What follows belongs to an exercise in optimizing a design on an open flow for small area; a production flow would make more cautious choices. Only simulation tests tie the RTL to the original design; equivalence was not proved. No driver is modelled on the clock port, so clocking that relies on it looks cheaper here than on a real chip. No activity file was given, so power comes from the tool's default toggle rates.

Design jd_beacon, start of the top module:
module jd_beacon #(
    parameter integer F_CLK         = 4000000,
    parameter integer TICK_PRESCALE = 26,
    parameter integer FAST_COUNTS   = 20,
    parameter integer SLOW_DIV      = 40,
    parameter integer BIT_CYCLES    = 200
) (
    input  wire        clk,
    input  wire        rst,
    input  wire        cmd_valid,
    input  wire [15:0] cmd,
    input  wire        rx_line,
    input  wire [7:0]  prov_byte,
    output wire        carrier,
    output wire        tx_line,
    output wire [2:0]  led,
    output wire        fast_tick,
    output wire        slow_tick,
    output wire        irq_fast,
    output wire        irq_slow,
    output wire        irq_rx,
    output wire [7:0]  rx_byte,
    output wire        prov_take,
    output wire        tx_done,
    output wire        tx_ready,
    output wire [$clog2(FAST_COUNTS)-1:0] tick_count,
    output wire        cmd_fault
);
Size: roughly 440 cells after synthesis, roughly 110 flip-flops, ~0.0040 mm2 of cells after synthesis.
export LEC_CHECK = 0
export CAP_MARGIN = 20
export CORE_MARGIN = 4
export CORE_UTILIZATION = 40
export SLEW_MARGIN = 20
create_clock -name core_clock -period 10.0 [get_ports {clk}]
standard.sh (not shown) runs the stock make flow with config.mk's settings and CLKGATE_MAP_FILE= SYNTH_SCRIPT=/design/flow/synth_recipe.tcl, a recipe that flattens the netlist after the stock synthesis.
==> flow/flow/run.sh <==
#!/bin/bash
# Layout: the standard flow (standard.sh) with
#  - synthesis: the standard script, abc run with flow/area.abc (area-oriented:
#    deepsyn AIG optimisation, then &nf mapping), and adders left to abc
#    instead of being mapped to half/full adder cells first (ADDER_MAP_FILE=);
#  - port buffers: sky130_fd_sc_hd__buf_1 on every input and output;
#  - CTS: clkbuf_8 buffers, no dummy loads; then lightly loaded ones
#    resized to clkbuf_4 (flow/cts_post.tcl).
# Each tool's full output is in ORFS's logs (orfs/logs); make's output in flow.log.
set -euo pipefail
HERE=$(pwd)
export FLOW_ABC_SCRIPT=$HERE/flow/area.abc
sed -e "s|SYNTH_SCRIPT=[^ ]*|SYNTH_SCRIPT=$HERE/flow/my_synth.tcl|" standard.sh > my_standard.sh
bash my_standard.sh \
  ADDER_MAP_FILE= \
  BUFFER_PORTS_ARGS="-buffer_cell sky130_fd_sc_hd__buf_1" \
  POST_CTS_TCL=$HERE/flow/cts_post.tcl \
  CTS_ARGS="-sink_clustering_enable -repair_clock_nets -buf_list {sky130_fd_sc_hd__clkbuf_2 sky130_fd_sc_hd__clkbuf_4 sky130_fd_sc_hd__clkbuf_8} -dont_use_dummy_load" \
  finish > flow.log 2>&1
==> flow/flow/area.abc <==
strash
&get -n
&deepsyn -I 1 -J 50
&dch -f
&nf -R 1000
&put
topo
stime -c
Other scripts of this flow, unchanged in this note and not shown: flow/flow/cts_post.tcl, flow/flow/my_synth.tcl
Rerun with:
--- a/flow/flow/run.sh
+++ b/flow/flow/run.sh
@@ -3,3 +3,4 @@
 #  - synthesis: the standard script, abc run with flow/area.abc (area-oriented:
-#    deepsyn AIG optimisation, then &nf mapping), and adders left to abc
+#    deepsyn AIG optimisation, &nf mapping, then mfs3 don't-care
+#    resubstitution), and adders left to abc
 #    instead of being mapped to half/full adder cells first (ADDER_MAP_FILE=);
==> flow/flow/area.abc (replaced) <==
strash
&get -n
&deepsyn -I 1 -J 50
&dch -f
&nf -R 1000
&put
mfs3 -a -K 8 -H 5 -R 2
mfs3 -a
topo
stime -c
--- a/flow/config.mk
+++ b/flow/config.mk
@@ -9,3 +9,3 @@
 export CORE_MARGIN = 4
-export CORE_UTILIZATION = 40
+export CORE_UTILIZATION = 60
 export SLEW_MARGIN = 20
=> Final cell count goes down by 9.4%. Cell area shrinks by 2.0%. Synthesized cell count drops by 0.92%. Worst hold slack improved by 31 ps. Worst setup slack loses 19 ps. Clock power stays flat.
Rerun with:
--- a/flow/config.mk
+++ b/flow/config.mk
@@ -9,3 +9,3 @@
 export CORE_MARGIN = 4
-export CORE_UTILIZATION = 60
+export CORE_UTILIZATION = 40
 export SLEW_MARGIN = 20
The changed run ran to the end with no violations.
Wire length grows by about 12%.
Synthesized area is unchanged.
Register-to-register slack is better by 70 ps.
First-iteration DRC count grows by about 12%.
Fmax grows by 1.8%.
Final cell count grows by 9.9%.
Worst setup slack is better by 69 ps.
Power is about the same.
Final area grows by about 1.4%.
Hold slack barely changes.
Combinational power grows by about 6%.
Rerun with:
--- a/flow/config.mk
+++ b/flow/config.mk
@@ -10,2 +10,3 @@
 export CORE_UTILIZATION = 40
+export GPL_TIMING_DRIVEN = 0
 export SLEW_MARGIN = 20
The changed run completed without violations.
Routed wire length went down by a few percent.
Setup slack gets worse by 230 ps.
Sequential power is about the same.
Design area barely changes.
Core utilization went down by 0.13 points.
Total power barely changes.
Fmax went down by a few percent.
Synthesized cell count is unchanged.
Rerun with:
--- a/flow/config.mk
+++ b/flow/config.mk
@@ -7,6 +7,5 @@
 export LEC_CHECK = 0
-export CAP_MARGIN = 20
+export CAP_MARGIN = 0
 export CORE_MARGIN = 4
 export CORE_UTILIZATION = 40
-export GPL_TIMING_DRIVEN = 0
-export SLEW_MARGIN = 20
+export SLEW_MARGIN = 0
Effect: The new run passed the timing, design-rule and antenna checks; power stays flat; non-clock buffer count goes up by 2; register-to-register slack is better by 70 ps; via count goes up by 2.5%; critical path depth goes up by 8; final cell count goes up by 0.32%; core utilization goes up by 0.13 points; die area does not change; worst setup slack is better by 230 ps; wire length goes up by 4.3%.

## static timing again, ports no longer ideal
In the flow no input, the clock included, has a driving cell. The finished layouts below were timed again as built, in two steps.
Step 1 (the two cells are an assumption about what drives the block):
set clk [get_ports {clk}]
set_driving_cell -lib_cell sky130_fd_sc_hd__clkbuf_16 $clk
set_driving_cell -lib_cell sky130_fd_sc_hd__buf_2 [delete_from_list [all_inputs] $clk]
Step 2 adds t to the input delays and takes it off the output delays; t is the mean of the earliest and latest rising clock arrival at the registers after step 1. Input paths then give back, and output paths get back, about the clock's delay inside the block.
Slacks: no drivers / after step 1 / after step 2; pairs: no drivers / after step 1.
run | t, ns | slack for setup (ns) | worst slew at a driven data input, ns
the first run | 0.450 | 6.084 / 6.084 / 5.742 | 0.06
the second run | 0.454 | 6.065 / 6.065 / 5.759 | 0.03
the third run | 0.466 | 6.134 / 6.134 / 5.733 | 0.05
the fourth run | 0.471 | 5.901 / 5.910 / 5.440 | 0.05
the fifth run | 0.466 | 6.134 / 6.134 / 5.733 | 0.05
After both steps every run listed still meets setup and hold. For the fourth run, which loses most, drivers alone change the setup slack by +0.009 ns; drivers and shift together by -0.461 ns.
